This design comes from an exercise in tuning for small area on the open sky130 flow, not from production work. At most, simulation tests tie the RTL to the original design; equivalence was not proved. The RTL of runs 2, 4 and 5 was laid out without a check of its function. Power is estimated from default activity; no workload was simulated.

==> design.v <==
module caliper_channel #(
    parameter TW            = 64,
    parameter RESYNC_US     = 1000,
    parameter POWER_LOSS_US = 200000
) (
    input               clk,
    input               rst,
    input  [TW-1:0]     now,
    input               tick_stb,
    input               edge_stb,
    input               clk_line,
    input               data_line,
    input               invert,
    output reg [23:0]   smp,
    output reg          pwr,
    output reg          notify
);
    reg [23:0]   acc;
    reg [4:0]    cnt;
    reg [TW-1:0] last_edge;
    wire c = clk_line  ^ invert;
    wire d = data_line ^ invert;
    wire [TW-1:0] elapsed = now - last_edge;
    wire [23:0]   acc_next = {d, acc[23:1]};
    always @(posedge clk) begin
        if (rst) begin
            acc       <= 24'd0;
            cnt       <= 5'd0;
            last_edge <= {TW{1'b0}};
            pwr       <= 1'b0;
            smp       <= 24'd0;
            notify    <= 1'b0;
        end else begin
            notify <= 1'b0;
            if (edge_stb) begin
                if (c) begin
                    pwr <= 1'b1;
                    acc <= acc_next;
                    if (cnt == 5'd23) begin
                        smp    <= acc_next;
                        cnt    <= 5'd0;
                        notify <= 1'b1;
                    end else begin
                        cnt <= cnt + 5'd1;
                    end
                end else if (elapsed > RESYNC_US) begin
                    cnt <= 5'd0;
                end
                last_edge <= now;
            end else if (tick_stb && pwr && elapsed >= POWER_LOSS_US) begin
                pwr    <= 1'b0;
                notify <= 1'b1;
            end
        end
    end
endmodule
module caliper_sampler #(
    parameter NCH           = 16,
    parameter TW            = 64,
    parameter RESYNC_US     = 1000,
    parameter POWER_LOSS_US = 200000
) (
    input                clk,
    input                rst,
    input  [TW-1:0]      now,
    input                tick_stb,
    input  [NCH-1:0]     edge_stb,
    input  [NCH-1:0]     clk_line,
    input  [NCH-1:0]     data_line,
    input  [NCH-1:0]     invert,
    output [NCH-1:0]     notify,
    input  [3:0]         rd_ch,
    output [23:0]        rd_raw,
    output               rd_pwr,
    output               rd_unit,
    output               rd_sign,
    output [19:0]        rd_mag,
    input  [23:0]        dec_raw,
    output               dec_unit,
    output               dec_sign,
    output [19:0]        dec_mag
);
    wire [23:0]    smp [0:NCH-1];
    wire [NCH-1:0] pwr;
    genvar i;
    generate
        for (i = 0; i < NCH; i = i + 1) begin : g_ch
            caliper_channel #(
                .TW            (TW),
                .RESYNC_US     (RESYNC_US),
                .POWER_LOSS_US (POWER_LOSS_US)
            ) u_ch (
                .clk       (clk),
                .rst       (rst),
                .now       (now),
                .tick_stb  (tick_stb),
                .edge_stb  (edge_stb[i]),
                .clk_line  (clk_line[i]),
                .data_line (data_line[i]),
                .invert    (invert[i]),
                .smp       (smp[i]),
                .pwr       (pwr[i]),
                .notify    (notify[i])
            );
        end
    endgenerate
    assign rd_raw  = smp[rd_ch];
    assign rd_pwr  = pwr[rd_ch];
    assign rd_unit = rd_raw[23];
    assign rd_sign = rd_raw[20];
    assign rd_mag  = rd_raw[19:0];
    assign dec_unit = dec_raw[23];
    assign dec_sign = dec_raw[20];
    assign dec_mag  = dec_raw[19:0];
endmodule
==> run.sh <==
#!/bin/bash
# synth_recipe.tcl (not shown) runs the flow's synth.tcl, then flattens the netlist and writes it again
# the make line also repeats each setting of config.mk as NAME=value (left out here)
make -C /OpenROAD-flow-scripts/flow DESIGN_CONFIG=/design/flow/config.mk WORK_HOME=/design/flow/orfs CLKGATE_MAP_FILE= SYNTH_SCRIPT=/design/flow/synth_recipe.tcl finish
==> config.mk <==
export PLATFORM = sky130hd
export DESIGN_NAME = caliper_sampler
export DESIGN_NICKNAME = caliper_sampler
export VERILOG_FILES = /design/flow/design.v
export SDC_FILE = /design/flow/constraint.sdc
export NUM_CORES = 4
export LEC_CHECK = 0
export CAP_MARGIN = 20
export CORE_MARGIN = 2
export CORE_UTILIZATION = 40
export SLEW_MARGIN = 20
==> constraint.sdc <==
create_clock -name core_clock -period 10.0 [get_ports {clk}]
set_input_delay 2.0000 -clock core_clock [delete_from_list [all_inputs] [get_ports {clk}]]
set_output_delay 2.0000 -clock core_clock [all_outputs]
set_load 0.01 [all_outputs]
==> impl_metrics.tcl, run 1 <==
set metrics [dict create \
    avgSynthCellArea_sq_um 7.279 \
    tritoncts "done" \
    ant_nets 0 \
    cts_sinks 1888 \
    end_kind "output port" \
    syn_inst 19811 \
    synth_top_area_frac 0.2621 \
    synth.yosys.warnings 2 \
    coreArea_sq_um 358900 \
    synthFlopType "dfxtp_1" \
    setup_tns_ps 0 \
    crit_fanout 17 \
    ir_drop_uv 148.9 \
    yosysMostFrequentCell "nand2_1" \
    htreeDepth 4 \
    powerDensity_nw_per_um2 149.6 \
    std_cell_rows 220 \
    cp-start-kind "input port" \
    synth_seq_cells 1888 \
    antenna_found_initial 44 \
    drc_errors 0 \
    synth_area_leaders "dfxtp_1 (26%), ha_1 (8.9%), a21oi_1 (8.0%), mux2i_1 (7.7%), nand2_1 (7.4%)" \
    hpwl_mm 451.1 \
    clk_pin_slew_ps 60 \
    syn_nets 21010 \
    grt_pass1_vias 132609 \
    clk_path_buf_depth 4 \
    cts_buffers 220 \
    drt_iter0_drc 14422 \
    power_leakage_uw 0.06009 \
    dp_cells 23865 \
    syn_area_sq_um 144200 \
    final_cell_area_sq_um 156700 \
    grt_first_pass_wirelength_mm 860.3 \
    clock-root-buffer "clkbuf_16" \
    ys_seq_area_frac 0.2621 \
    instances_no_fill 24272 \
    ios 244 \
    globalRouteMet3Util 0.03827 \
    setup_viol 0 \
    drive_gt1_frac 0.04711 \
    total_power_uw 23440 \
    maxSlewHeadroom 0.07915 \
    globalRouteMet2Util 0.4761 \
    hp-class "flop to flop" \
    start_util 0.4017 \
    die_h_microns 604.4 \
    min_period_ps 8335 \
    first_pass_iters 6 \
    cts_resized 0 \
    synth_edf_count 0 \
    dpl-instance-area_sq_um 149400 \
    synthTopCellsByCount "nand2_1 (2,838), a21oi_1 (2,291), nor2_1 (2,114), dfxtp_1 (1,888), inv_1 (1,231)" \
    insertion_delay_ps 970 \
    grt_overflow_total 0 \
    worstPathArrival_ps 6330 \
    met1_usage 0.4090 \
    synth.largest_area_cell "dfxtp_1" \
    fmax_mhz 120.0 \
    cap_violations 0 \
    fp.dieArea_sq_um 365300 \
    area_growth_pct 8.700 \
    nNetsFinal 20517 \
    async_reset_ff_frac 0 \
    finalMaxSlewViolations 0 \
    fin_skew_ps 73.26 \
    rrSetupSlack_ps 4050 \
    cts_hold_buffers 0 \
    die_x_microns 604.4 \
    status "complete, no violations" \
    wl_per_cell_microns 24.15 \
    crit_type "input port to output port" \
    period_share 0.8335 \
    rsz0062_at_grt "no" \
    num_vias 144797 \
    io_buffers 197 \
    drt_wl_total_mm 586.1 \
    cp.required_ps 8000 \
    post-cts-setup-buffers 0 \
    tightest_slew_ps 1369 \
    gp_congestion 1.019 \
    vias_per_cell 5.966 \
    final_core_util 0.4367 \
    grt_usage 0.3067 \
    finalHoldViolCount 0 \
    grt_start_max_net_pins 190 \
    synth_cell_types 118 \
    grt.busiest_layer "met2" \
]
==> placed cells by master, fill, tap and decap left out, types with 343 or more instances in the layout <==
master	count
ha_1	1024
nand4_1	543
inv_1	1229
nor3_1	343
mux2i_1	1107
dfxtp_1	1888
nor2_1	2099
a21oi_1	2291
nand2_1	2837
xnor2_1	406
o21ai_0	944
==> state kept, by name, summed over array words and instances, names as in the netlist <==
signal,count
g_ch.u_ch.last_edge,1024
g_ch.u_ch.smp,384
g_ch.u_ch.acc,368
g_ch.u_ch.cnt,80
g_ch.u_ch.notify,16
g_ch.u_ch.pwr,16
==> metrics by stage <==
step	worst slack (ps)	hold WS [ps]
after global routing	1752	435.6
final	1665	414.3
after detailed placement	1809	444.6
after global placement	1804	442.4
after floorplan	3332	432.1
after CTS	1919	410.5
==> worst max-delay path, cell delays in order <==
cell and delay [ps]:
clkdlybuf4s50_1 1280, nand2b_1 350, nor2_2 980, a22oi_1 590
nand3_1 270, o22a_1 260, clkdlybuf4s50_1 580
==> cells by family after synthesis <==
kind of cell / synth area share
AND/OR/NAND/NOR: 0.2224
AO/OA/AOI/OAI: 0.2379
buffers and inverters: 0.06492
flip-flops: 0.2621
multiplexers: 0.08028
adder cells (fa/ha/maj): 0.09108
XOR/XNOR: 0.04130
==> layer usage <==
layer / vias to the layer above / part of all wire
li1: 69389 / -
met1: 68991 / 0.43
met2: 5324 / 0.43
met3: 1083 / 0.070
met4: 10 / 0.066
met5: - / 0.00012
==> final timing paths <==
path / start / endpoint / depth (start not counted)
max: rd_ch[1] / rd_mag[16] / 7
min: g_ch[0].u_ch.acc[11]$_SDFFE_PP0P_ / g_ch[0].u_ch.acc[10]$_SDFFE_PP0P_ / 2
max reg2reg: g_ch[13].u_ch.last_edge[24]$_SDFFE_PP0P_ / g_ch[13].u_ch.cnt[0]$_SDFFE_PP0P_ / 15
min reg2reg: g_ch[0].u_ch.acc[11]$_SDFFE_PP0P_ / g_ch[0].u_ch.acc[10]$_SDFFE_PP0P_ / 2
==> layout make-up <==
cell class | instances | area (sq um)
Multi-Input combinational cell | 15523 | 97180
Timing Repair Buffer | 453 | 3871
Clock buffer | 310 | 6285
Fill cell | 37645 | 202200
Clock inverter | 82 | 984.7
Antenna cell | 11 | 27.53
Sequential cell | 1888 | 37800
Inverter | 1232 | 4624
Tap cell | 4773 | 5972
==> power by group <==
part           internal [uW]  switching, uW
Clock                   4720           3540
Sequential              7790            139
Combinational           2460           4790
Total                  15000           8470
==> run 2, diff against run 1 <==
==> design.v (replaced) <==
module caliper_channel (
    input               clk,
    input               rst,
    input  [17:0]       dt_lo,
    input               dt_big,
    input               tick_stb,
    input               edge_stb,
    input               clk_line,
    input               data_line,
    input               invert,
    output reg [23:0]   smp,
    output reg          vld,
    output reg          pwr,
    output reg          notify
);
    localparam [17:0] OFF  = 18'd62144;            
    localparam [17:0] RSYN = 18'd63144;            
    reg [23:0]   acc;
    reg [4:0]    cnt;
    reg [17:0]   g;
    reg          far;
    wire c = clk_line  ^ invert;
    wire d = data_line ^ invert;
    wire [18:0] cy;
    wire [18:0] s;
    assign cy[0] = 1'b0;
    genvar k;
    generate
        for (k = 0; k < 18; k = k + 1) begin : g_add
            assign s[k]    = g[k] ^ dt_lo[k] ^ cy[k];
            assign cy[k+1] = (g[k] & dt_lo[k]) | (cy[k] & (g[k] ^ dt_lo[k]));
        end
    endgenerate
    assign s[18] = cy[18];
    wire        ge_pl  = far | dt_big | s[18];        
    wire        gt_rs  = ge_pl | (s[17:0] > RSYN);    
    wire [23:0] acc_next = {d, acc[23:1]};
    wire        act      = edge_stb & c;
    wire        pub      = act & (cnt == 5'd23);
    always @(posedge clk) begin
        if (act)
            acc <= acc_next;
        if (rst)
            vld <= 1'b0;
        else if (pub)
            vld <= 1'b1;
        if (pub)
            smp <= acc_next;
    end
    always @(posedge clk) begin
        if (rst) begin
            cnt    <= 5'd0;
            g      <= OFF;
            far    <= 1'b0;
            pwr    <= 1'b0;
            notify <= 1'b0;
        end else begin
            notify <= 1'b0;
            if (edge_stb) begin
                if (c) begin
                    pwr <= 1'b1;
                    if (cnt == 5'd23) begin
                        cnt    <= 5'd0;
                        notify <= 1'b1;
                    end else begin
                        cnt <= cnt + 5'd1;
                    end
                end else if (gt_rs) begin
                    cnt <= 5'd0;
                end
                g   <= OFF;
                far <= 1'b0;
            end else begin
                g   <= s[17:0];
                far <= ge_pl;
                if (tick_stb && pwr && ge_pl) begin
                    pwr    <= 1'b0;
                    notify <= 1'b1;
                end
            end
        end
    end
endmodule
module caliper_sampler #(
    parameter NCH           = 16,
    parameter TW            = 64,
    parameter RESYNC_US     = 1000,
    parameter POWER_LOSS_US = 200000
) (
    input                clk,
    input                rst,
    input  [TW-1:0]      now,
    input                tick_stb,
    input  [NCH-1:0]     edge_stb,
    input  [NCH-1:0]     clk_line,
    input  [NCH-1:0]     data_line,
    input  [NCH-1:0]     invert,
    output [NCH-1:0]     notify,
    input  [3:0]         rd_ch,
    output [23:0]        rd_raw,
    output               rd_pwr,
    output               rd_unit,
    output               rd_sign,
    output [19:0]        rd_mag,
    input  [23:0]        dec_raw,
    output               dec_unit,
    output               dec_sign,
    output [19:0]        dec_mag
);
    reg  [TW-1:0] prev_now;
    wire [18:0]   dt_lo_b = {1'b0, now[17:0]} - {1'b0, prev_now[17:0]};
    wire [17:0]   dt_lo   = dt_lo_b[17:0];
    wire [TW-19:0] nh     = now[TW-1:18];
    wire [TW-19:0] ph     = prev_now[TW-1:18];
    wire [TW-19:0] z      = nh ^ ph;
    wire          x_le1   = ~|(z[TW-19:1] & (~ph[TW-20:0] | nh[TW-20:0]));
    wire          dt_big  = ~x_le1 | (z[0] & ~dt_lo_b[18]);
    always @(posedge clk)
        if (rst) prev_now <= {TW{1'b0}};
        else     prev_now <= now;
    wire [23:0]    smp [0:NCH-1];
    wire [NCH-1:0] vld;
    wire [NCH-1:0] pwr;
    genvar i;
    generate
        for (i = 0; i < NCH; i = i + 1) begin : g_ch
            caliper_channel u_ch (
                .clk       (clk),
                .rst       (rst),
                .dt_lo     (dt_lo),
                .dt_big    (dt_big),
                .tick_stb  (tick_stb),
                .edge_stb  (edge_stb[i]),
                .clk_line  (clk_line[i]),
                .data_line (data_line[i]),
                .invert    (invert[i]),
                .smp       (smp[i]),
                .vld       (vld[i]),
                .pwr       (pwr[i]),
                .notify    (notify[i])
            );
        end
    endgenerate
    assign rd_raw  = vld[rd_ch] ? smp[rd_ch] : 24'd0;
    assign rd_pwr  = pwr[rd_ch];
    assign rd_unit = rd_raw[23];
    assign rd_sign = rd_raw[20];
    assign rd_mag  = rd_raw[19:0];
    assign dec_unit = dec_raw[23];
    assign dec_sign = dec_raw[20];
    assign dec_mag  = dec_raw[19:0];
endmodule
--- a/config.mk
+++ b/config.mk
@@ -8,4 +8,5 @@
 export CAP_MARGIN = 20
 export CORE_MARGIN = 2
-export CORE_UTILIZATION = 40
+export CORE_UTILIZATION = 65
+export CTS_BUF_LIST = sky130_fd_sc_hd__clkbuf_4
 export SLEW_MARGIN = 20
==> run 2 against run 1 <==
Synthesized area decreased by 64%. Still clean on timing, DRC and antenna. Sequential share of layout area increased by 30 points. Critical path type is now input port to flop. Register-to-register slack got worse by 2700 ps. First-iteration DRC count decreased by 77%. Utilization up 32 points. Clock skew increased by 86 ps. Critical path depth is 28 higher. Count of clock-buffer cells in the layout is 159 higher. Via count decreased by 76%. Sequential cell count down 640. Sequential power decreased by 24%. Final area is 62% lower.
==> impl_metrics.tcl, run 2 <==
set metrics [dict create \
    status "complete, no violations" \
    slowest_delay_ps 550 \
    syn_area_sq_um 51780 \
    power_leakage_uw 0.02274 \
    tightest_slew_ps 1197 \
    gp_congestion 0.9573 \
    std_cell_rows 103 \
    period_share 0.9839 \
    cap_violations 0 \
    ys_seq_area_frac 0.6279 \
    htreeDepth 5 \
    grt_pass1_vias 35798 \
    maxSlewHeadroom 0.2013 \
    num_vias 34268 \
    dp_cells 5060 \
    cp-start-kind "input port" \
    reg_top3 "g_ch.u_ch.smp: 384 flops, g_ch.u_ch.acc: 368 flops, g_ch.u_ch.g: 288 flops" \
    fmax_mhz 101.6 \
    grt_start_max_net_pins 91 \
    synth.yosys.warnings 2 \
    grt_overflow_total 0 \
    first_pass_iters 7 \
    synth_cell_types 73 \
    finalMaxSlewViolations 0 \
    tritoncts "done" \
    grt_first_pass_wirelength_mm 212.9 \
    hpwl_mm 102.0 \
    syn_nets 4384 \
    synth_top_area_frac 0.4361 \
    worstPathArrival_ps 10760 \
    final_cell_mix "edfxtp_1 (752), dfxtp_1 (496), clkbuf_4 (469), inv_1 (390), nor2_1 (317)" \
    drive_gt1_frac 0.1872 \
    synth_edf_count 752 \
    end_kind "flop" \
    io_buffers 197 \
    final_common_cell "edfxtp_1" \
    setup_tns_ps 0 \
    largest-register "g_ch.u_ch.smp" \
    n_fill_cell 4959 \
    synthFlopType "edfxtp_1" \
    synth_area_leaders "edfxtp_1 (44%), dfxtp_1 (19%), fa_1 (11%), inv_1 (2.9%), nor2_1 (2.4%)" \
    final_core_util 0.7608 \
    drt_wl_total_mm 145.8 \
    instances_no_fill 5617 \
    cts_hold_buffers 0 \
    avgSynthCellArea_sq_um 13.42 \
    powerDensity_nw_per_um2 225.4 \
    synthTopCellsByCount "edfxtp_1 (752), dfxtp_1 (496), inv_1 (398), nor2_1 (329), fa_1 (273)" \
    dpl-instance-area_sq_um 55650 \
    coreArea_sq_um 78870 \
    largest_reg_flops 384 \
    yosysMostFrequentCell "edfxtp_1" \
    antenna_found_initial 2 \
    drc_errors 0 \
    drt_iter0_drc 3251 \
    die_h_microns 286.2 \
    syn_inst 3857 \
    synth_seq_cells 1248 \
    fp.dieArea_sq_um 81930 \
    crit_type "input port to flop" \
    hp-class "flop to flop" \
    ant_nets 0 \
    cts_sinks 1248 \
    ios 244 \
    wl_per_cell_microns 25.95 \
    grt_usage 0.3574 \
    fin_skew_ps 159.1 \
    clk_path_buf_depth 4 \
    finalHoldViolCount 0 \
    final_cell_area_sq_um 60010 \
    insertion_delay_ps 1170 \
    cp.required_ps 10920 \
    setup_viol 0 \
    start_util 0.6565 \
    synth.largest_area_cell "edfxtp_1" \
    min_period_ps 9839 \
    ir_drop_uv 160.2 \
    cts_buffers 328 \
    vias_per_cell 6.101 \
    cpMaxStageDelayCell "fa_2" \
    crit_fanout 6 \
    clk_pin_slew_ps 80 \
    total_power_uw 13520 \
    async_reset_ff_frac 0 \
    nNetsFinal 4876 \
    clock-root-buffer "clkbuf_4" \
    die_x_microns 286.2 \
    area_growth_pct 15.89 \
]
run 2: cell types whose count changed in the layout (fill, tap and decap cells not counted), sizes merged, moves of 395 or more:
cell    change
nand4     -489
nand2    -2672
edfxtp    +752
dfxtp    -1392
xnor2     -395
o21ai     -914
a21oi    -2186
ha        -929
inv       -834
mux2i    -1103
nor2     -1786
run 2: power by group:
group | switching [uW] | total, uW | internal [uW] | leakage (uW)
Combinational | 1860 | 3300 | 1440 | 0.00943
Clock | 2010 | 4200 | 2190 | 0.00233
Sequential | 173 | 6030 | 5850 | 0.0110
Total | 4040 | 13500 | 9480 | 0.0227
run 2: routing by layer:
layer	vias to the layer above	routed length, microns	GRT usage
li1	14837	-	-
met1	16840	49760	0.4146
met2	2006	72330	0.5997
met3	585	11670	0.06558
met4	0	12020	0.2613
met5	-	0	0
run 2: timing repair:
action / CTS / global route
endpoints found under the hold margin: 0 / 0
endpoints found under the setup margin: 0 / 66
gates resized for setup: 0 / 108
buffers inserted: 0 / 5
run 2: final timing paths:
check	from	end	slack, ps	depth (start not counted)
worst max register to register	prev_now[0]$_SDFF_PP0_	g_ch[14].u_ch.cnt[3]$_SDFFE_PP0P_	1310	33
worst max-delay path	now[0]	g_ch[14].u_ch.cnt[3]$_SDFFE_PP0P_	160	35
worst min register to register	g_ch[8].u_ch.acc[2]$_DFFE_PP_	g_ch[8].u_ch.acc[1]$_DFFE_PP_	360	0
worst min-delay path	g_ch[8].u_ch.acc[2]$_DFFE_PP_	g_ch[8].u_ch.acc[1]$_DFFE_PP_	360	0
run 2: cell type report:
type | count | area, sq um | share of cell area
Clock inverter | 75 | 351.6 | 0.005859
Tap cell | 1050 | 1314 | 0.02189
Multi-Input combinational cell | 2005 | 17370 | 0.2895
Antenna cell | 4 | 10.01 | 0.0001668
Timing Repair Buffer | 360 | 3402 | 0.05670
Sequential cell | 1248 | 32510 | 0.5418
Inverter | 406 | 1524 | 0.02540
Clock buffer | 469 | 3521 | 0.05868
run 2: cell families (layout without fill, tap and decap cells):
| logic type | count (synthesis) | after routing | share of synthesized area |
|---|---|---|---|
| xor+xnor | 52 | 52 | 0.008796 |
| compound gates | 569 | 569 | 0.08035 |
| other cells | 0 | 4 | 0 |
| simple gates | 991 | 991 | 0.09874 |
| mux | 25 | 25 | 0.007298 |
| flops | 1248 | 1248 | 0.6279 |
| fa+ha+maj | 368 | 368 | 0.1285 |
| buf+inv | 604 | 1310 | 0.04840 |
run 2: critical path: cells and delay by family:
| kind | cells | cell delay (ps) |
|---|---|---|
| buf+inv | 12 | 1350 |
| simple gates | 2 | 750 |
| fa+ha+maj | 19 | 6060 |
| compound gates | 2 | 570 |
run 2: metrics by stage:
stage	hold WS [ps]	setup WS [ps]
6_report	362.4	160.7
5_1_grt	343.5	-133.8
3_3_place_gp	402.2	-781.2
4_1_cts	338.4	72.34
3_5_place_dp	406.1	-1142
2_1_floorplan	400.3	0.5969
==> run 3, diff against run 2 <==
--- a/design.v
+++ b/design.v
@@ -109,11 +109,6 @@
 );
     reg  [TW-1:0] prev_now;
-    wire [18:0]   dt_lo_b = {1'b0, now[17:0]} - {1'b0, prev_now[17:0]};
-    wire [17:0]   dt_lo   = dt_lo_b[17:0];
-    wire [TW-19:0] nh     = now[TW-1:18];
-    wire [TW-19:0] ph     = prev_now[TW-1:18];
-    wire [TW-19:0] z      = nh ^ ph;
-    wire          x_le1   = ~|(z[TW-19:1] & (~ph[TW-20:0] | nh[TW-20:0]));
-    wire          dt_big  = ~x_le1 | (z[0] & ~dt_lo_b[18]);
+    wire [TW-1:0] dt     = now - prev_now;
+    wire          dt_big = |dt[TW-1:18];
     always @(posedge clk)
         if (rst) prev_now <= {TW{1'b0}};
@@ -128,5 +123,5 @@
                 .clk       (clk),
                 .rst       (rst),
-                .dt_lo     (dt_lo),
+                .dt_lo     (dt[17:0]),
                 .dt_big    (dt_big),
                 .tick_stb  (tick_stb),
--- a/config.mk
+++ b/config.mk
@@ -8,5 +8,4 @@
 export CAP_MARGIN = 20
 export CORE_MARGIN = 2
-export CORE_UTILIZATION = 65
-export CTS_BUF_LIST = sky130_fd_sc_hd__clkbuf_4
+export CORE_UTILIZATION = 40
 export SLEW_MARGIN = 20
==> run 3 against run 2 <==
Still clean. Die area increased by 69%. Sequential cell count unchanged. Power increased by 5.9%. Critical path type unchanged. Critical endpoint is now g_ch[13].u_ch.cnt[0]$_SDFFE_PP0P_.
==> impl_metrics.tcl, run 3 <==
set metrics [dict create \
    cpMaxStageDelayCell "fa_1" \
    rsz0062_at_grt "yes" \
    async_reset_ff_frac 0 \
    clk_pin_slew_ps 60 \
    reg_top3 "g_ch.u_ch.smp: 384 flops, g_ch.u_ch.acc: 368 flops, g_ch.u_ch.g: 288 flops" \
    total_power_uw 14320 \
    clk_path_buf_depth 3 \
    fp.dieArea_sq_um 138700 \
    largest-register "g_ch.u_ch.smp" \
    grt_usage 0.2082 \
    cp-start-kind "input port" \
    insertion_delay_ps 760 \
    startpoint "now[0]" \
    largest_reg_flops 384 \
    period_share 0.9600 \
    fmax_mhz 104.2 \
    vias_per_cell 5.338 \
    multi_input_comb_area_sq_um 19370 \
    yosysMostFrequentCell "edfxtp_1" \
    wl_met2_mm 70.31 \
    crit_fanout 4 \
    maxSlewHeadroom 0.3008 \
    wl_per_cell_microns 22.16 \
    synth_cell_types 85 \
    drc_errors 0 \
    rr_startpoint "prev_now[0]$_SDFF_PP0_" \
    drt_wl_total_mm 143.3 \
    ant_nets 0 \
    regArea_sq_um 32510 \
    drive_gt1_frac 0.09562 \
    gp_congestion 0.9009 \
    status "complete, no violations" \
    synth_area_leaders "edfxtp_1 (42%), dfxtp_1 (18%), fa_1 (10%), inv_1 (3.0%), ha_1 (2.2%)" \
    clock-root-buffer "clkbuf_16" \
    first_pass_iters 6 \
    hp-class "flop to flop" \
    setup_viol 0 \
    slowest_delay_ps 490 \
    final_common_cell "edfxtp_1" \
    top_layer_used "met5" \
    min_period_ps 9600 \
    final_core_util 0.4678 \
    synth_top_area_frac 0.4159 \
    avgSynthCellArea_sq_um 12.53 \
    synthFlopType "edfxtp_1" \
    path_common_cell "fa_1" \
    synth_edf_count 752 \
    synthTopCellsByCount "edfxtp_1 (752), dfxtp_1 (496), inv_1 (439), nor2_1 (306), fa_1 (273)" \
    wl_met1_mm 60.16 \
    coreArea_sq_um 135100 \
    cts_sinks 1248 \
    ir_drop_uv 172.5 \
    die_x_microns 372.4 \
    area_growth_pct 16.43 \
    synth_seq_cells 1248 \
    dp_cells 6228 \
    tightest_slew_ps 1046 \
    htreeDepth 4 \
    cts_buffers 133 \
    drt_iter0_drc 2847 \
    grt_start_max_net_pins 94 \
    worstPathArrival_ps 10300 \
    io_buffers 197 \
    ios 244 \
    finalHoldViolCount 0 \
    std_cell_rows 135 \
    hpwl_mm 103.9 \
    antenna_found_initial 9 \
    power_leakage_uw 0.02315 \
    grt_pass1_vias 35120 \
    synth.yosys.warnings 2 \
    fin_skew_ps 26.65 \
    end_kind "flop" \
    final_cell_mix "edfxtp_1 (752), dfxtp_1 (496), inv_1 (430), nor2_1 (297), fa_1 (255)" \
    tritoncts "done" \
    powerDensity_nw_per_um2 226.6 \
    synth.largest_area_cell "edfxtp_1" \
    ys_seq_area_frac 0.5988 \
    die_h_microns 372.4 \
    nNetsFinal 5111 \
    finalMaxSlewViolations 0 \
    syn_nets 4859 \
    grt_overflow_total 0 \
    cap_violations 0 \
    syn_inst 4332 \
    wl_met3_mm 7.804 \
    instances_no_fill 6468 \
    syn_area_sq_um 54290 \
    grt_first_pass_wirelength_mm 215.5 \
    start_util 0.4018 \
    min_from "g_ch[10].u_ch.acc[1]$_DFFE_PP_" \
    crit_type "input port to flop" \
    n_fill_cell 12147 \
    num_vias 34523 \
    cp.required_ps 10700 \
]
==> run 3: final cells by class <==
type | instances | area share
diodes | 2 | 0.00007917
clock inverters | 61 | 0.01039
multi-input cells | 2424 | 0.3064
clock buffers | 175 | 0.05778
repair buffers | 337 | 0.04970
flip-flops and latches | 1248 | 0.5143
inverters | 440 | 0.02613
well taps | 1781 | 0.03525
==> run 3: kinds of logic (layout without fill, tap and decap cells) <==
family                   Yosys count  in the layout  synth area share
AO/OA/AOI/OAI                    786            786           0.09739
XOR/XNOR                          92             92           0.01484
adder cells (fa/ha/maj)          368            368            0.1226
buffers and inverters            660           1013           0.05081
flip-flops                      1248           1248            0.5988
multiplexers                      25             25          0.006914
other                              0              2                 0
AND/OR/NAND/NOR                 1153           1153            0.1087
==> run 3: metrics by stage <==
| stage | worst slack (ps) | TNS [ps] | area (sq um) | hold slack (ps) |
|---|---|---|---|---|
| 2_1_floorplan | -47.18 | -131.4 | 54320 | 400.3 |
| 3_3_place_gp | -623.8 | -25470 | 58730 | 401.5 |
| 3_5_place_dp | -744.0 | -31100 | 58770 | 406.1 |
| 4_1_cts | 66.27 | 0 | 63070 | 420.9 |
| 5_1_grt | -5.182 | -5.182 | 63210 | 429.1 |
| 6_report | 400.3 | 0 | 63210 | 419.1 |
==> run 3: path summary, 6_finish.rpt <==
path                                                          end  slack [ps]  cells past startpoint
worst min register to register     g_ch[10].u_ch.smp[0]$_DFFE_PP_         420                      0
worst max-delay path            g_ch[13].u_ch.cnt[0]$_SDFFE_PP0P_         400                     35
worst max register to register  g_ch[13].u_ch.cnt[0]$_SDFFE_PP0P_        1850                     33
worst min-delay path               g_ch[10].u_ch.smp[0]$_DFFE_PP_         420                      0
==> run 3: worst max-delay path, delay by kind of cell <==
| family | cells | cell delay [ps] |
|---|---|---|
| adders and majority gates | 19 | 6240 |
| muxes | 1 | 160 |
| AOI/OAI and AO/OA | 1 | 260 |
| and+or+nand+nor | 2 | 340 |
| buffers and inverters | 12 | 1270 |
==> run 3: power breakdown <==
| group | internal [uW] | switching [uW] | leakage, uW |
|---|---|---|---|
| combinational | 1440 | 1970 | 0.0101 |
| sequential | 5870 | 162 | 0.0110 |
| clock | 2890 | 2010 | 0.00209 |
==> run 3: layer usage <==
metal	GRT usage	up-vias
met2	0.3508	1065
met4	0.07499	4
li1	-	15839
met1	0.2723	17368
met5	0	-
met3	0.03192	247
==> run 3: repair_timing <==
item                       4_1_cts  5_1_grt
resized for setup                0       29
setup endpoints to repair        0       50
hold buffers                     0        0
buffers inserted                 0        0
==> run 4, diff against run 3 <==
--- a/design.v
+++ b/design.v
@@ -29,5 +29,5 @@
         for (k = 0; k < 18; k = k + 1) begin : g_add
             assign s[k]    = g[k] ^ dt_lo[k] ^ cy[k];
-            assign cy[k+1] = (g[k] & dt_lo[k]) | (cy[k] & (g[k] ^ dt_lo[k]));
+            assign cy[k+1] = (g[k] & dt_lo[k]) | (g[k] & cy[k]) | (dt_lo[k] & cy[k]);
         end
     endgenerate
@@ -37,5 +37,6 @@
     wire [23:0] acc_next = {d, acc[23:1]};
     wire        act      = edge_stb & c;
-    wire        pub      = act & (cnt == 5'd23);
+    wire        last     = cnt[4] & cnt[2] & cnt[1] & cnt[0];
+    wire        pub      = act & last;
     always @(posedge clk) begin
         if (act)
@@ -60,5 +61,5 @@
                 if (c) begin
                     pwr <= 1'b1;
-                    if (cnt == 5'd23) begin
+                    if (last) begin
                         cnt    <= 5'd0;
                         notify <= 1'b1;
@@ -108,10 +109,18 @@
     output [19:0]        dec_mag
 );
-    reg  [TW-1:0] prev_now;
-    wire [TW-1:0] dt     = now - prev_now;
-    wire          dt_big = |dt[TW-1:18];
-    always @(posedge clk)
-        if (rst) prev_now <= {TW{1'b0}};
-        else     prev_now <= now;
+    reg  [TW-1:0]  prev_now;
+    reg            first;
+    wire [17:0]    pl      = prev_now[17:0] & {18{~first}};
+    wire [18:0]    dt_lo_b = {1'b0, now[17:0]} - {1'b0, pl};
+    wire [17:0]    dt_lo   = dt_lo_b[17:0];
+    wire [TW-19:0] nh      = now[TW-1:18];
+    wire [TW-19:0] ph      = prev_now[TW-1:18];
+    wire [TW-19:0] z       = nh ^ ph;
+    wire           x_le1   = ~|(z[TW-19:1] & (~ph[TW-20:0] | nh[TW-20:0]));
+    wire           dt_big  = first ? |nh : (~x_le1 | (z[0] & ~dt_lo_b[18]));
+    always @(posedge clk) begin
+        prev_now <= now;
+        first    <= rst;
+    end
     wire [23:0]    smp [0:NCH-1];
     wire [NCH-1:0] vld;
@@ -123,5 +132,5 @@
                 .clk       (clk),
                 .rst       (rst),
-                .dt_lo     (dt[17:0]),
+                .dt_lo     (dt_lo),
                 .dt_big    (dt_big),
                 .tick_stb  (tick_stb),
==> flow/run.sh (new file) <==
#!/bin/bash
# Standard layout (the standard.sh, standard synthesis unchanged) with two
# changes: CTS does not add dummy loads, and port buffers are buf_1.
set -euo pipefail
W="$(cd "$(dirname "${BASH_SOURCE[0]}")/.." && pwd)"
cd "$W"
export CTS_ARGS="-sink_clustering_enable -repair_clock_nets -dont_use_dummy_load"
export BUFFER_PORTS_ARGS="-buffer_cell sky130_fd_sc_hd__buf_1"
bash "$W/standard.sh" > "$W/standard.log" 2>&1
==> standard.sh (new file) <==
#!/bin/bash
# synth_recipe.tcl (not shown) runs the flow's synth.tcl, then flattens the netlist and writes it again
# the make line also repeats each setting of config.mk as NAME=value (left out here)
make -C /OpenROAD-flow-scripts/flow DESIGN_CONFIG=/design/flow/config.mk WORK_HOME=/design/flow/orfs CLKGATE_MAP_FILE= SYNTH_SCRIPT=/design/flow/synth_recipe.tcl "${@:-finish}"
--- a/config.mk
+++ b/config.mk
@@ -8,4 +8,4 @@
 export CAP_MARGIN = 20
 export CORE_MARGIN = 2
-export CORE_UTILIZATION = 40
+export CORE_UTILIZATION = 65
 export SLEW_MARGIN = 20
removed: run.sh
==> run 4 against run 3 <==
Synthesized cell count down 14%. Die area fell by 42%. Utilization increased by 27 points. Worst hold slack got worse by 43 ps. Synthesized area is 5.7% lower. Sequential power hardly changed. Still clean on timing, DRC and antenna. Final cell count shrank 22%. Largest cell class unchanged. Count of clock-buffer cells in the layout down 56. Clock skew increased by 47 ps. Worst setup slack got worse by 290 ps. Clock power down 22%.
==> impl_metrics.tcl, run 4 <==
set metrics [dict create \
    cts_buffers 119 \
    reg_top3 "g_ch.u_ch.smp: 384 flops, g_ch.u_ch.acc: 368 flops, g_ch.u_ch.g: 288 flops" \
    hp-class "flop to flop" \
    maxSlewHeadroom 0.2592 \
    synthFlopType "edfxtp_1" \
    synth.largest_area_cell "edfxtp_1" \
    clk_pin_slew_ps 60 \
    tightest_slew_ps 1110 \
    synth_compound_area_frac 0.07881 \
    htreeDepth 3 \
    crit_fanout 6 \
    avgSynthCellArea_sq_um 13.70 \
    area_growth_pct 12.19 \
    sw_frac_of_total 0.2866 \
    path_common_cell "fa_2" \
    slowest_delay_ps 560 \
    startpoint "now[0]" \
    worstSetupEndpoint "g_ch[8].u_ch.cnt[0]$_SDFFE_PP0P_" \
    rrSetupSlack_ps 610 \
    wl_per_cell_microns 25.55 \
    start_util 0.6586 \
    clkPwrFrac 0.289 \
    cap_violations 0 \
    finalHoldViolCount 0 \
    async_reset_ff_frac 0 \
    r2r-end "g_ch[8].u_ch.cnt[0]$_SDFFE_PP0P_" \
    clk_path_buf_depth 3 \
    synth.yosys.warnings 2 \
    period_share 0.9887 \
    vias_per_cell 6.164 \
    insertion_delay_ps 720 \
    min_period_ps 9887 \
    final_core_util 0.7389 \
    drt_wl_total_mm 128.4 \
    grt_usage 0.3196 \
    syn_inst 3736 \
    synthTopCellsByCount "edfxtp_1 (752), dfxtp_1 (497), inv_1 (378), fa_1 (273), nor2_1 (237)" \
    largest-register "g_ch.u_ch.smp" \
    setup_tns_ps 0 \
    cpMaxStageDelayCell "o41a_1" \
    drc_errors 0 \
    grt_first_pass_wirelength_mm 193.0 \
    grt_overflow_total 0 \
    tritoncts "done" \
    power_frac_seq 0.461 \
    rsz0062_at_grt "yes" \
    final_common_cell "edfxtp_1" \
    grt_start_max_net_pins 192 \
    die_x_microns 284.6 \
    r2r_cells 36 \
    powerDensity_nw_per_um2 229.0 \
    io_buffers 197 \
    status "complete, no violations" \
    switchingPower_uw 3770 \
    ant_nets 0 \
    fp.dieArea_sq_um 81010 \
    coreArea_sq_um 77720 \
    synth_top_area_frac 0.4412 \
    synth_seq_cells 1249 \
    cts_sinks 1249 \
    end_kind "flop" \
    drive_gt1_frac 0.1604 \
    final_cell_mix "edfxtp_1 (752), dfxtp_1 (497), inv_1 (290), nor2_1 (226), buf_1 (196)" \
    die_h_microns 284.6 \
    synthMuxAreaShare 0.004571 \
    intPower_uw 9382 \
    synth-adder-area-share 0.1300 \
    antenna_found_initial 3 \
    crit_type "input port to flop" \
    clock-root-buffer "clkbuf_16" \
    cp-start-kind "input port" \
    yosysMostFrequentCell "edfxtp_1" \
    nNetsFinal 4513 \
    synth_cell_types 76 \
    syn_area_sq_um 51190 \
    synth_area_leaders "edfxtp_1 (44%), dfxtp_1 (19%), fa_1 (11%), inv_1 (2.8%), ha_1 (2.3%)" \
    yosys.area_share.xor_xnor 0.008042 \
    finalMaxSlewViolations 0 \
    synth-simple-area-share 0.09702 \
    p_comb_frac 0.250 \
    worstPathArrival_ps 10460 \
    hpwl_mm 90.68 \
    grt_pass1_vias 32437 \
    fin_skew_ps 73.16 \
    cp.required_ps 10580 \
    gp_congestion 0.9561 \
    std_cell_rows 102 \
    ios 244 \
    drt_iter0_drc 2665 \
    rr_startpoint "first$_DFF_P_" \
    first_pass_iters 5 \
    syn_nets 4263 \
    power_leakage_uw 0.02044 \
    setup_viol 0 \
    ir_drop_uv 163.1 \
    fmax_mhz 101.1 \
    largest_reg_flops 384 \
    num_vias 30986 \
    ys_seq_area_frac 0.6355 \
    synth_top_family_by_area "adder cells" \
    synth_edf_count 752 \
]
==> run 4: critical path, delay by kind of cell <==
| family | cells | cell delay, ps |
|---|---|---|
| buf+inv | 15 | 1440 |
| compound gates | 3 | 800 |
| simple gates | 1 | 180 |
| fa+ha+maj | 19 | 6030 |
==> run 4: power groups by stage <==
stage          clock, uW  sequential, uW  combinational (uW)
2_1_floorplan          0            6100                1990
3_3_place_gp           0            6130                2780
3_5_place_dp           0            6160                2960
4_1_cts             3850            6060                3090
5_1_grt             4040            6100                3670
6_report            3800            6060                3290
==> run 4: area by class of cell <==
class | instances | area [sq um]
Tap cell | 1040 | 1301
Timing Repair Buffer | 309 | 1814
Sequential cell | 1249 | 32530
Inverter | 385 | 1461
Fill cell | 4996 | 20300
Multi-Input combinational cell | 1922 | 17330
Clock buffer | 119 | 2978
Antenna cell | 3 | 7.507
==> run 4: worst min path at each step <==
stage | end | cells after the start | slack (ps) | start
floorplan | g_ch[0].u_ch.smp[0]$_DFFE_PP_ | 0 | 400 | g_ch[0].u_ch.acc[1]$_DFFE_PP_
global placement | g_ch[4].u_ch.smp[0]$_DFFE_PP_ | 0 | 400 | g_ch[4].u_ch.acc[1]$_DFFE_PP_
detailed placement | g_ch[11].u_ch.smp[0]$_DFFE_PP_ | 0 | 410 | g_ch[11].u_ch.acc[1]$_DFFE_PP_
CTS | g_ch[6].u_ch.smp[20]$_DFFE_PP_ | 0 | 370 | g_ch[6].u_ch.acc[21]$_DFFE_PP_
global route | g_ch[6].u_ch.smp[20]$_DFFE_PP_ | 0 | 390 | g_ch[6].u_ch.acc[21]$_DFFE_PP_
finish | g_ch[6].u_ch.smp[20]$_DFFE_PP_ | 0 | 380 | g_ch[6].u_ch.acc[21]$_DFFE_PP_
==> run 4: layer usage <==
layer / track usage / vias up / share of wire
met1: 0.4044 / 15666 / 0.38
met4: 0.1671 / 0 / 0.059
met5: 0 / - / 0
met2: 0.5366 / 1288 / 0.50
met3: 0.04976 / 314 / 0.066
li1: - / 13718 / -
==> run 4: cell families (layout without fill, tap and decap cells) <==
logic type                 count (synthesis)  in the layout
and+or+nand+nor                          938            938
xor gates and xnor gates                  47             47
DFF                                     1249           1249
adders and majority gates                368            368
AOI/OAI and AO/OA                        557            557
other                                      0              3
muxes                                     12             12
buffers and inverters                    565            813
==> run 4: metrics by stage <==
step | hold slack, ps | area, sq um | std cells | worst slack (ps) | total power [uW]
finish | 376.0 | 57430 | 5027 | 113.4 | 13150
global route | 385.9 | 57420 | 5024 | -184.6 | 13810
CTS | 368.8 | 56840 | 5013 | -23.26 | 13000
detailed placement | 406.8 | 53630 | 4893 | -897.2 | 9123
global placement | 401.3 | 53630 | 4893 | -738.3 | 8908
floorplan | 400.3 | 51370 | 3736 | -348.4 | 8097
==> run 4: what timing repair did <==
action | in CTS | in global routing
hold buffers | 0 | 0
gates resized for setup | 84 | 182
buffers inserted | 1 | 10
gates cloned | 0 | 0
setup endpoints to repair | 64 | 83
pin swaps | 49 | 128
==> run 5, diff against run 4 <==
--- a/flow/run.sh
+++ b/flow/run.sh
@@ -5,5 +5,5 @@
 W="$(cd "$(dirname "${BASH_SOURCE[0]}")/.." && pwd)"
 cd "$W"
-export CTS_ARGS="-sink_clustering_enable -repair_clock_nets -dont_use_dummy_load"
+export CTS_ARGS="-sink_clustering_enable -repair_clock_nets -dont_use_dummy_load -buf_list sky130_fd_sc_hd__clkbuf_8 -sink_clustering_size 20 -sink_clustering_max_diameter 60"
 export BUFFER_PORTS_ARGS="-buffer_cell sky130_fd_sc_hd__buf_1"
 bash "$W/standard.sh" > "$W/standard.log" 2>&1
==> run 5 against run 4 <==
Non-clock buffer count increased by 5. Worst setup slack improved by 12 ps. Sequential cell count unchanged. Clock skew increased by 32 ps. Sequential share of layout area increased by 1.8 points. Count of clock-buffer cells in the layout decreased by 31. Synthesized area unchanged. Utilization decreased by 2.3 points. Die area unchanged. Register-to-register slack got worse by 20 ps. Largest cell class unchanged.
==> impl_metrics.tcl, run 5 <==
set metrics [dict create \
    die_x_microns 284.6 \
    grt_first_pass_wirelength_mm 189.2 \
    r2r-end "g_ch[10].u_ch.cnt[4]$_SDFFE_PP0P_" \
    gp_congestion 0.9561 \
    syn_inst 3736 \
    maxSlewHeadroom 0.2560 \
    fmax_mhz 101.3 \
    synth_seq_cells 1249 \
    syn_area_sq_um 51190 \
    end_kind "flop" \
    num_vias 30663 \
    powerDensity_nw_per_um2 208.4 \
    final_core_util 0.7157 \
    area_growth_pct 8.678 \
    largest-register "g_ch.u_ch.smp" \
    hp-class "flop to flop" \
    synth_top_area_frac 0.4412 \
    cp-start-kind "input port" \
    grt_usage 0.3129 \
    rr_startpoint "first$_DFF_P_" \
    io_buffers 197 \
    crit_type "input port to flop" \
    multi_input_comb_area_sq_um 17260 \
    reg_top3 "g_ch.u_ch.smp: 384 flops, g_ch.u_ch.acc: 368 flops, g_ch.u_ch.g: 288 flops" \
    cts_sinks 1249 \
    drt_iter0_drc 2745 \
    clk_pin_slew_ps 110 \
    finalMaxSlewViolations 0 \
    power_leakage_uw 0.01966 \
    slowest_delay_ps 550 \
    ir_drop_uv 153.1 \
    finalHoldViolCount 0 \
    grt_pass1_vias 31908 \
    fp.dieArea_sq_um 81010 \
    final_cell_mix "edfxtp_1 (752), dfxtp_1 (497), inv_1 (298), nor2_1 (226), buf_1 (196)" \
    whs_path_depth 0 \
    std_cell_rows 102 \
    syn_nets 4263 \
    vias_per_cell 6.133 \
    first_pass_iters 8 \
    largest_reg_flops 384 \
    synthTopCellsByCount "edfxtp_1 (752), dfxtp_1 (497), inv_1 (378), fa_1 (273), nor2_1 (237)" \
    clk_path_buf_depth 3 \
    final_common_cell "edfxtp_1" \
    wl_per_cell_microns 25.25 \
    avgSynthCellArea_sq_um 13.70 \
    synth.largest_area_cell "edfxtp_1" \
    ys_seq_area_frac 0.6355 \
    ios 244 \
    crit_fanout 6 \
    hpwl_mm 90.68 \
    htreeDepth 3 \
    drt_wl_total_mm 126.3 \
    synth_edf_count 752 \
    ant_nets 0 \
    regArea_sq_um 32530 \
    cpMaxStageDelayCell "fa_1" \
    setup_viol 0 \
    n_fill_cell 5234 \
    synth.yosys.warnings 2 \
    yosysMostFrequentCell "edfxtp_1" \
    hold_end "g_ch[8].u_ch.acc[22]$_DFFE_PP_" \
    cp.required_ps 10650 \
    setup_tns_ps 0 \
    rrSetupSlack_ps 590 \
    tritoncts "done" \
    async_reset_ff_frac 0 \
    clock-root-buffer "clkbuf_8" \
    antenna_found_initial 4 \
    fin_skew_ps 105.1 \
    synth_cell_types 76 \
    start_util 0.6586 \
    nNetsFinal 4487 \
    drive_gt1_frac 0.1470 \
    tightest_slew_ps 1115 \
    insertion_delay_ps 760 \
    status "complete, no violations" \
    synth_area_leaders "edfxtp_1 (44%), dfxtp_1 (19%), fa_1 (11%), inv_1 (2.8%), ha_1 (2.3%)" \
    min_from "g_ch[8].u_ch.acc[23]$_DFFE_PP_" \
    drc_errors 0 \
    grt_overflow_total 0 \
    path_common_cell "fa_2" \
    coreArea_sq_um 77720 \
    cap_violations 0 \
    die_h_microns 284.6 \
    cts_buffers 88 \
    worstPathArrival_ps 10530 \
    synthFlopType "edfxtp_1" \
    grt_start_max_net_pins 192 \
    r2r_cells 34 \
    period_share 0.9875 \
    min_period_ps 9875 \
    rsz0062_at_grt "yes" \
]
run 5: cells by family after synthesis:
kind of cell    after synthesis  synth area share
buf+inv                     565           0.04603
xor+xnor                     47          0.008042
mux                          12          0.004571
fa+ha+maj                   368            0.1300
flops                      1249            0.6355
simple gates                938           0.09702
compound gates              557           0.07881
run 5: cell type report:
cell class,count,share of cell area
repair buffers,314,0.03349
inverters,385,0.02627
multi-input cells,1922,0.3102
flip-flops and latches,1249,0.5848
diodes,2,0.00008997
well taps,1040,0.02339
clock buffers,88,0.02177
run 5: worst max-delay path by stage:
| stage | start | to | slack (ps) | cells after the start |
|---|---|---|---|---|
| 2_1_floorplan | now[0] | g_ch[11].u_ch.cnt[2]$_SDFFE_PP0P_ | -350 | 32 |
| 3_3_place_gp | now[0] | g_ch[15].u_ch.cnt[0]$_SDFFE_PP0P_ | -740 | 39 |
| 3_5_place_dp | now[0] | g_ch[15].u_ch.cnt[1]$_SDFFE_PP0P_ | -900 | 39 |
| 4_1_cts | now[0] | g_ch[6].u_ch.cnt[2]$_SDFFE_PP0P_ | 3 | 36 |
| 5_1_grt | now[0] | g_ch[10].u_ch.cnt[4]$_SDFFE_PP0P_ | -110 | 36 |
| 6_report | now[0] | g_ch[10].u_ch.cnt[4]$_SDFFE_PP0P_ | 120 | 36 |
run 5: critical path: cells and delay by family:
family          cells  cell delay [ps]
fa+ha+maj          19             6140
compound gates      2              770
buf+inv            14             1110
simple gates        1              480
run 5: stage by stage:
step / cells / hold WS, ps / power [uW] / worst slack [ps] / cell area [sq um]
floorplan: 3736 / 400.3 / 8097 / -348.4 / 51370
global placement: 4893 / 401.3 / 8908 / -738.3 / 53630
detailed placement: 4893 / 406.8 / 9123 / -897.2 / 53630
CTS: 4983 / 405.7 / 11440 / 3.475 / 54980
global route: 4999 / 404.7 / 12230 / -110.4 / 55630
finish: 5000 / 408.5 / 11590 / 125.0 / 55630
run 5: power by group:
part	leakage [uW]	internal (uW)	total, uW	switching (uW)
Sequential	0.0110	5860	6050	193
Clock	0.000633	791	2290	1500
Combinational	0.00804	1430	3250	1830
Total	0.0197	8080	11600	3520
run 5: timing repair:
item	CTS	global route
endpoints found under the setup margin	38	80
hold endpoints to repair	0	0
pin swaps	19	119
resized for setup	39	193
hold buffers	0	0
setup buffers	2	10
cloned	0	0
run 5: metal layers:
metal  wire length, microns  global-route usage
met1                  48680              0.4011
met3                   7893             0.04671
met2                  62700              0.5265
met5                     17                   0
met4                   6978              0.1524
==> run 6, diff against run 5 <==
--- a/design.v
+++ b/design.v
@@ -14,6 +14,6 @@
     output reg          notify
 );
-    localparam [17:0] OFF  = 18'd62144;            
-    localparam [17:0] RSYN = 18'd63144;            
+    localparam [17:0] OFF  = 18'd0;
+    localparam [17:0] RSYN = 18'd1000;
     reg [23:0]   acc;
     reg [4:0]    cnt;
@@ -33,5 +33,5 @@
     endgenerate
     assign s[18] = cy[18];
-    wire        ge_pl  = far | dt_big | s[18];        
+    wire        ge_pl  = far | dt_big | s[18] | (s[17:0] >= 18'd200000);
     wire        gt_rs  = ge_pl | (s[17:0] > RSYN);    
     wire [23:0] acc_next = {d, acc[23:1]};
==> flow/run.sh (replaced) <==
#!/bin/bash
# Standard layout (the standard.sh, standard synthesis unchanged) with two
# changes: CTS does not add dummy loads, and port buffers are buf_1.
set -euo pipefail
W="$(cd "$(dirname "${BASH_SOURCE[0]}")/.." && pwd)"
cd "$W"
export CTS_ARGS="-sink_clustering_enable -repair_clock_nets -dont_use_dummy_load -buf_list sky130_fd_sc_hd__clkbuf_16 -sink_clustering_size 24 -sink_clustering_max_diameter 60"
export BUFFER_PORTS_ARGS="-buffer_cell sky130_fd_sc_hd__buf_1"
bash "$W/standard.sh" > "$W/standard.log" 2>&1
==> run 6 against run 5 <==
Final area hardly changed. Maximum frequency up 1.4%. Sequential power down 1%. Synthesized cell count down 2.5%. First-iteration DRC count is 5.7% higher. Power grew 0.18%. Global-route usage rose by 0.67 points. Clock skew shrank 17 ps. Critical path type unchanged.
==> impl_metrics.tcl, run 6 <==
set metrics [dict create \
    status "complete, no violations" \
    drt_iter0_drc 2902 \
    synth_edf_count 752 \
    avgSynthCellArea_sq_um 13.99 \
    ys_seq_area_frac 0.6381 \
    synth_seq_cells 1249 \
    die_x_microns 284.1 \
    instances_no_fill 4917 \
    ios 244 \
    slowest_delay_ps 680 \
    crit_fanout 9 \
    drc_errors 0 \
    cts_hold_buffers 0 \
    startpoint "now[0]" \
    clock-root-buffer "clkbuf_16" \
    synth-adder-area-share 0.1305 \
    finalHoldViolCount 0 \
    syn_inst 3644 \
    period_share 0.9738 \
    tightest_slew_ps 1336 \
    fin_skew_ps 88.08 \
    end_kind "flop" \
    r2r-end "g_ch[7].u_ch.cnt[0]$_SDFFE_PP0P_" \
    hpwl_mm 90.37 \
    die_h_microns 284.1 \
    min_period_ps 9738 \
    total_power_uw 11610 \
    clk_path_buf_depth 3 \
    rr_startpoint "first$_DFF_P_" \
    power_leakage_uw 0.02025 \
    worstSetupEndpoint "g_ch[7].u_ch.cnt[0]$_SDFFE_PP0P_" \
    min_from "g_ch[2].u_ch.acc[16]$_DFFE_PP_" \
    synthMuxAreaShare 0.004393 \
    yosysMostFrequentCell "edfxtp_1" \
    async_reset_ff_frac 0 \
    first_pass_iters 6 \
    drt_wl_total_mm 126.9 \
    num_vias 30132 \
    maxSlewHeadroom 0.08622 \
    synthTopCellsByCount "edfxtp_1 (752), dfxtp_1 (497), nor2_1 (305), inv_1 (288), fa_1 (273)" \
    nNetsFinal 4404 \
    insertion_delay_ps 680 \
    drive_gt1_frac 0.09419 \
    cts_sinks 1249 \
    antenna_found_initial 4 \
    clk_pin_slew_ps 90 \
    ant_nets 0 \
    cpMaxStageDelayCell "or4b_2" \
    synth-simple-area-share 0.09614 \
    grt_start_max_net_pins 85 \
    hp-class "flop to flop" \
    synthFlopType "edfxtp_1" \
    final_common_cell "edfxtp_1" \
    dpl-instance-area_sq_um 53370 \
    wl_per_cell_microns 25.82 \
    worstPathArrival_ps 10250 \
    cp.required_ps 10510 \
    fmax_mhz 102.7 \
    gp_congestion 0.9557 \
    synth_cell_types 75 \
    rrSetupSlack_ps 1140 \
    final_cell_mix "edfxtp_1 (752), dfxtp_1 (497), nor2_1 (293), inv_1 (287), fa_1 (262)" \
    synth_area_leaders "edfxtp_1 (44%), dfxtp_1 (20%), fa_1 (11%), ha_1 (2.3%), nor2_1 (2.2%)" \
    final_cell_area_sq_um 55610 \
    finalMaxSlewViolations 0 \
    crit_type "input port to flop" \
    cp-start-kind "input port" \
    vias_per_cell 6.128 \
    std_cell_rows 102 \
    synth.largest_area_cell "edfxtp_1" \
    syn_nets 4171 \
    tritoncts "done" \
    r2r_cells 34 \
    cts_buffers 81 \
    io_buffers 197 \
    grt_usage 0.3197 \
    synth.yosys.warnings 2 \
    grt_overflow_total 0 \
    rsz0062_at_grt "yes" \
    synth_top_family_by_area "adder cells" \
    grt_pass1_vias 31455 \
    syn_area_sq_um 50980 \
    synth_compound_area_frac 0.08210 \
    reg_top3 "g_ch.u_ch.smp: 384 flops, g_ch.u_ch.acc: 368 flops, g_ch.u_ch.g: 288 flops" \
    dp_cells 4832 \
    synth_top_area_frac 0.4430 \
    setup_viol 0 \
    powerDensity_nw_per_um2 208.9 \
    fp.dieArea_sq_um 80680 \
    grt_first_pass_wirelength_mm 190.7 \
    yosys.area_share.xor_xnor 0.008075 \
    largest-register "g_ch.u_ch.smp" \
    coreArea_sq_um 77590 \
    cap_violations 0 \
    path_common_cell "fa_1" \
    ir_drop_uv 142.6 \
    largest_reg_flops 384 \
    area_growth_pct 9.081 \
    htreeDepth 3 \
    start_util 0.6570 \
]
==> run 6: power by group <==
part | internal (uW) | total, uW | leakage, uW | switching, uW
logic | 1070 | 2630 | 0.00826 | 1560
clock network | 1440 | 3010 | 0.000998 | 1580
registers | 5810 | 5960 | 0.0110 | 158
==> run 6: area by class of cell <==
cell class                      count  area (sq um)
Antenna cell                        2         5.005
Clock buffer                       81          2027
Fill cell                        5253         21990
Inverter                          303          1137
Multi-Input combinational cell   1920         16830
Sequential cell                  1249         32530
Tap cell                         1040          1301
Timing Repair Buffer              322          1773
==> run 6: worst min path at each step <==
stage                                           endpoint  slack [ps]  depth (start not counted)
after CTS                 g_ch[2].u_ch.smp[15]$_DFFE_PP_         390                          0
after detailed placement   g_ch[5].u_ch.smp[0]$_DFFE_PP_         400                          0
after floorplan            g_ch[0].u_ch.smp[0]$_DFFE_PP_         400                          0
after global routing      g_ch[2].u_ch.smp[15]$_DFFE_PP_         390                          0
final                     g_ch[2].u_ch.smp[15]$_DFFE_PP_         390                          0
after global placement     g_ch[5].u_ch.smp[0]$_DFFE_PP_         400                          0
==> run 6: worst max-delay path, delay by kind of cell <==
kind                     cells  cell delay, ps
adder cells (fa/ha/maj)     19            5860
AND/OR/NAND/NOR              3            1130
buffers and inverters       11             910
AO/OA/AOI/OAI                1             330
==> run 6: timing repair <==
action	in CTS	in global routing
gates resized for setup	0	37
setup buffers	0	2
setup endpoints to repair	0	47
==> run 6: metal layers <==
metal	part of all wire	vias to the layer above	global-route usage	routed length, microns
met4	0.059	4	0.1643	7553
met3	0.059	302	0.03844	7447
met5	0.00017	-	0	22
met2	0.50	1223	0.5483	63730
li1	-	13340	-	-
met1	0.38	15263	0.4041	48190
==> run 6: cell families (layout without fill, tap and decap cells) <==
kind of cell | Yosys count | after routing
compound gates | 570 | 570
xor+xnor | 47 | 47
fa+ha+maj | 368 | 368
buf+inv | 475 | 706
flops | 1249 | 1249
mux | 11 | 11
other cells | 0 | 2
simple gates | 924 | 924
==> run 6: metrics by stage <==
step	TNS (ps)	utilization	hold WS, ps	setup WS [ps]
2_1_floorplan	-1477	-	400.3	-119.3
3_3_place_gp	-7458	0.6878	402.9	-265.2
3_5_place_dp	-19230	0.6878	404.5	-448.3
4_1_cts	0	0.7139	391.1	198.2
5_1_grt	-265.2	0.7166	393.4	-71.23
6_report	0	0.7166	392.4	262.2
==> run 7, diff against run 6 <==
==> flow/run.sh (replaced) <==
#!/bin/bash
# Standard layout (the standard.sh, standard synthesis unchanged) with two
# changes: CTS does not add dummy loads, and port buffers are buf_1.
set -euo pipefail
W="$(cd "$(dirname "${BASH_SOURCE[0]}")/.." && pwd)"
cd "$W"
export CTS_ARGS="-sink_clustering_enable -repair_clock_nets -dont_use_dummy_load -buf_list sky130_fd_sc_hd__clkbuf_8 -sink_clustering_size 14 -sink_clustering_max_diameter 50"
export BUFFER_PORTS_ARGS="-buffer_cell sky130_fd_sc_hd__buf_1"
bash "$W/standard.sh" > "$W/standard.log" 2>&1
==> run 7 against run 6 <==
Still clean on timing, DRC and antenna. Worst hold slack better by 4.2 ps. Utilization is 0.68 points lower. Count of clock-buffer cells in the layout is 36 higher. Clock power is 14% lower. Combinational power hardly changed. Synthesized area stayed put. Routed wire length is 0.57% lower. Register-to-register slack worse by 60 ps. Sequential share of layout area is 0.56 points higher. Global-route usage is 0.22 points lower. Sequential power hardly changed. Synthesized cell count stayed put. Critical path type unchanged. Critical endpoint unchanged. Largest power group unchanged.
==> impl_metrics.tcl, run 7 <==
set metrics [dict create \
    finalMaxSlewViolations 0 \
    insertion_delay_ps 780 \
    ant_nets 0 \
    crit_type "input port to flop" \
    syn_area_sq_um 50980 \
    path_common_cell "fa_1" \
    cp.required_ps 10610 \
    syn_nets 4171 \
    htreeDepth 3 \
    wl_per_cell_microns 25.48 \
    cts_sinks 1249 \
    drt_iter0_drc 2591 \
    fin_skew_ps 82.68 \
    maxSlewHeadroom 0.2160 \
    drc_errors 0 \
    end_kind "flop" \
    clk_pin_slew_ps 90 \
    worstPathArrival_ps 10290 \
    async_reset_ff_frac 0 \
    synthTopCellsByCount "edfxtp_1 (752), dfxtp_1 (497), nor2_1 (305), inv_1 (288), fa_1 (273)" \
    nNetsFinal 4441 \
    cpMaxStageDelayCell "or4b_2" \
    period_share 0.9684 \
    synth.yosys.warnings 2 \
    grt_overflow_total 0 \
    final_cell_mix "edfxtp_1 (752), dfxtp_1 (497), nor2_1 (293), inv_1 (287), fa_1 (272)" \
    whs_ps 396.6 \
    total_power_uw 11160 \
    tritoncts "done" \
    hpwl_mm 90.37 \
    syn_inst 3644 \
    setup_viol 0 \
    synthFlopType "edfxtp_1" \
    synth_edf_count 752 \
    coreArea_sq_um 77590 \
    first_pass_iters 10 \
    min_period_ps 9684 \
    fmax_mhz 103.3 \
    ys_seq_area_frac 0.6381 \
    gp_congestion 0.9557 \
    synth.largest_area_cell "edfxtp_1" \
    finalHoldViolCount 0 \
    area_growth_pct 8.043 \
    reg_top3 "g_ch.u_ch.smp: 384 flops, g_ch.u_ch.acc: 368 flops, g_ch.u_ch.g: 288 flops" \
    drt_wl_total_mm 126.2 \
    synth_cell_types 75 \
    synth_top_area_frac 0.4430 \
    status "complete, no violations" \
    setup_tns_ps 0 \
    final_common_cell "edfxtp_1" \
    largest_reg_flops 384 \
    cts_hold_buffers 0 \
    num_vias 30334 \
    fp.dieArea_sq_um 80680 \
    largest-register "g_ch.u_ch.smp" \
    avgSynthCellArea_sq_um 13.99 \
    io_buffers 197 \
    clk_path_buf_depth 3 \
    ios 244 \
    slowest_delay_ps 670 \
    crit_fanout 5 \
    cp-start-kind "input port" \
    grt_pass1_vias 31765 \
    synth_seq_cells 1249 \
    yosysMostFrequentCell "edfxtp_1" \
    start_util 0.6570 \
    grt_first_pass_wirelength_mm 189.8 \
    hp-class "flop to flop" \
    power_leakage_uw 0.02010 \
    antenna_found_initial 7 \
    clock-root-buffer "clkbuf_8" \
    n_fill_cell 5321 \
    die_h_microns 284.1 \
    tightest_slew_ps 1146 \
    grt_usage 0.3174 \
    grt_start_max_net_pins 85 \
    powerDensity_nw_per_um2 202.7 \
    ir_drop_uv 123.8 \
    synth_area_leaders "edfxtp_1 (44%), dfxtp_1 (20%), fa_1 (11%), ha_1 (2.3%), nor2_1 (2.2%)" \
    std_cell_rows 102 \
    vias_per_cell 6.123 \
    cts_buffers 117 \
    cap_violations 0 \
    die_x_microns 284.1 \
    drive_gt1_frac 0.09663 \
]
[run 7: cell type report]
cell class | count | area (sq um) | area share
sequential | 1249 | 32530 | 0.5906
multi-input combinational | 1920 | 16700 | 0.3033
timing repair buffer | 323 | 1789 | 0.03249
clock buffer | 117 | 1610 | 0.02924
tap | 1040 | 1301 | 0.02363
inverter | 303 | 1137 | 0.02065
antenna | 2 | 5.005 | 0.00009087
[run 7: cells by family (layout without fill, tap and decap cells)]
group / after synthesis / in the layout / synth area share
flops: 1249 / 1249 / 0.6381
simple gates: 924 / 924 / 0.09614
compound gates: 570 / 570 / 0.08210
buf+inv: 475 / 743 / 0.04062
fa+ha+maj: 368 / 368 / 0.1305
xor+xnor: 47 / 47 / 0.008075
mux: 11 / 11 / 0.004393
other cells: 0 / 2 / 0
[run 7: power by group]
group	switching [uW]	leakage, uW	total (uW)	internal [uW]
Clock	1550	0.000841	2590	1030
Combinational	1550	0.00827	2610	1060
Sequential	156	0.0110	5960	5810
[run 7: worst max-delay path: cells and delay by family]
kind	cells	cell delay [ps]
AO/OA/AOI/OAI	3	1010
adder cells (fa/ha/maj)	16	5000
buffers and inverters	10	1000
AND/OR/NAND/NOR	4	1250
[run 7: timing repair]
| item | in CTS | in global routing |
|---|---|---|
| setup buffers | 0 | 3 |
| setup endpoints to repair | 0 | 25 |
| resized for setup | 0 | 8 |
[run 7: worst paths after layout]
kind / start / to / slack (ps) / depth (start not counted)
max reg2reg: first$_DFF_P_ / g_ch[3].u_ch.cnt[0]$_SDFFE_PP0P_ / 1080 / 30
min: g_ch[1].u_ch.acc[21]$_DFFE_PP_ / g_ch[1].u_ch.smp[20]$_DFFE_PP_ / 400 / 0
max: now[1] / g_ch[7].u_ch.cnt[0]$_SDFFE_PP0P_ / 320 / 33
min reg2reg: g_ch[1].u_ch.acc[21]$_DFFE_PP_ / g_ch[1].u_ch.smp[20]$_DFFE_PP_ / 400 / 0
[run 7: metal layers]
layer	part of all wire	track usage	vias up
met1	0.37	0.3995	15278
met4	0.059	0.1709	4
met2	0.50	0.5383	1332
li1	-	-	13391
met3	0.067	0.04406	329
met5	0.00018	0	-
[run 7: through the flow]
step | setup WS (ps) | utilization | area (sq um) | instances
after global placement | -265.2 | 0.6878 | 53370 | 4832
after detailed placement | -448.3 | 0.6878 | 53370 | 4832
after floorplan | -119.3 | - | 51030 | 3644
after global routing | -16.59 | 0.7098 | 55080 | 4954
after CTS | 341.7 | 0.7086 | 54980 | 4949
final | 316.3 | 0.7098 | 55080 | 4954

afterwards: timing with drivers on the ports:
The results above use ideal ports. As a check the final layouts listed here were re-extracted and re-timed, cells and wires unchanged. Step 1 assumes that a clkbuf_16 drives the clock port and a buf_2 every other input. Step 2 moves the port delays by t, midway between the first and last clock arrival at a register: inputs arrive t later, outputs are due t later. That takes back most of the time a late clock gives input paths. Three values: no drivers, after step 1, after step 2; two values: the first two.
| run | t, ns | setup WS [ns] | worst slew at a driven data input, ns | cell pins on the clock port's net |
|---|---|---|---|---|
| run 1 | 1.025 | 1.665 / 1.633 / 1.501 | 0.20 | 1 |
| run 2 | 1.156 | 0.161 / 0.201 / -0.955 | 0.09 | 1 |
| run 3 | 0.822 | 0.400 / 0.457 / -0.365 | 0.19 | 1 |
| run 4 | 0.754 | 0.113 / 0.165 / -0.589 | 0.14 | 1 |
| run 5 | 0.777 | 0.125 / 0.175 / -0.602 | 0.14 | 1 |
| run 6 | 0.704 | 0.262 / 0.301 / -0.402 | 0.10 | 1 |
| run 7 | 0.796 | 0.316 / 0.342 / -0.455 | 0.10 | 1 |
With both steps, setup timing fails in 6 of these runs, where it was met with ideal ports. For run 2, which loses most, drivers alone change the setup slack by +0.040 ns; drivers and shift together by -1.116 ns.
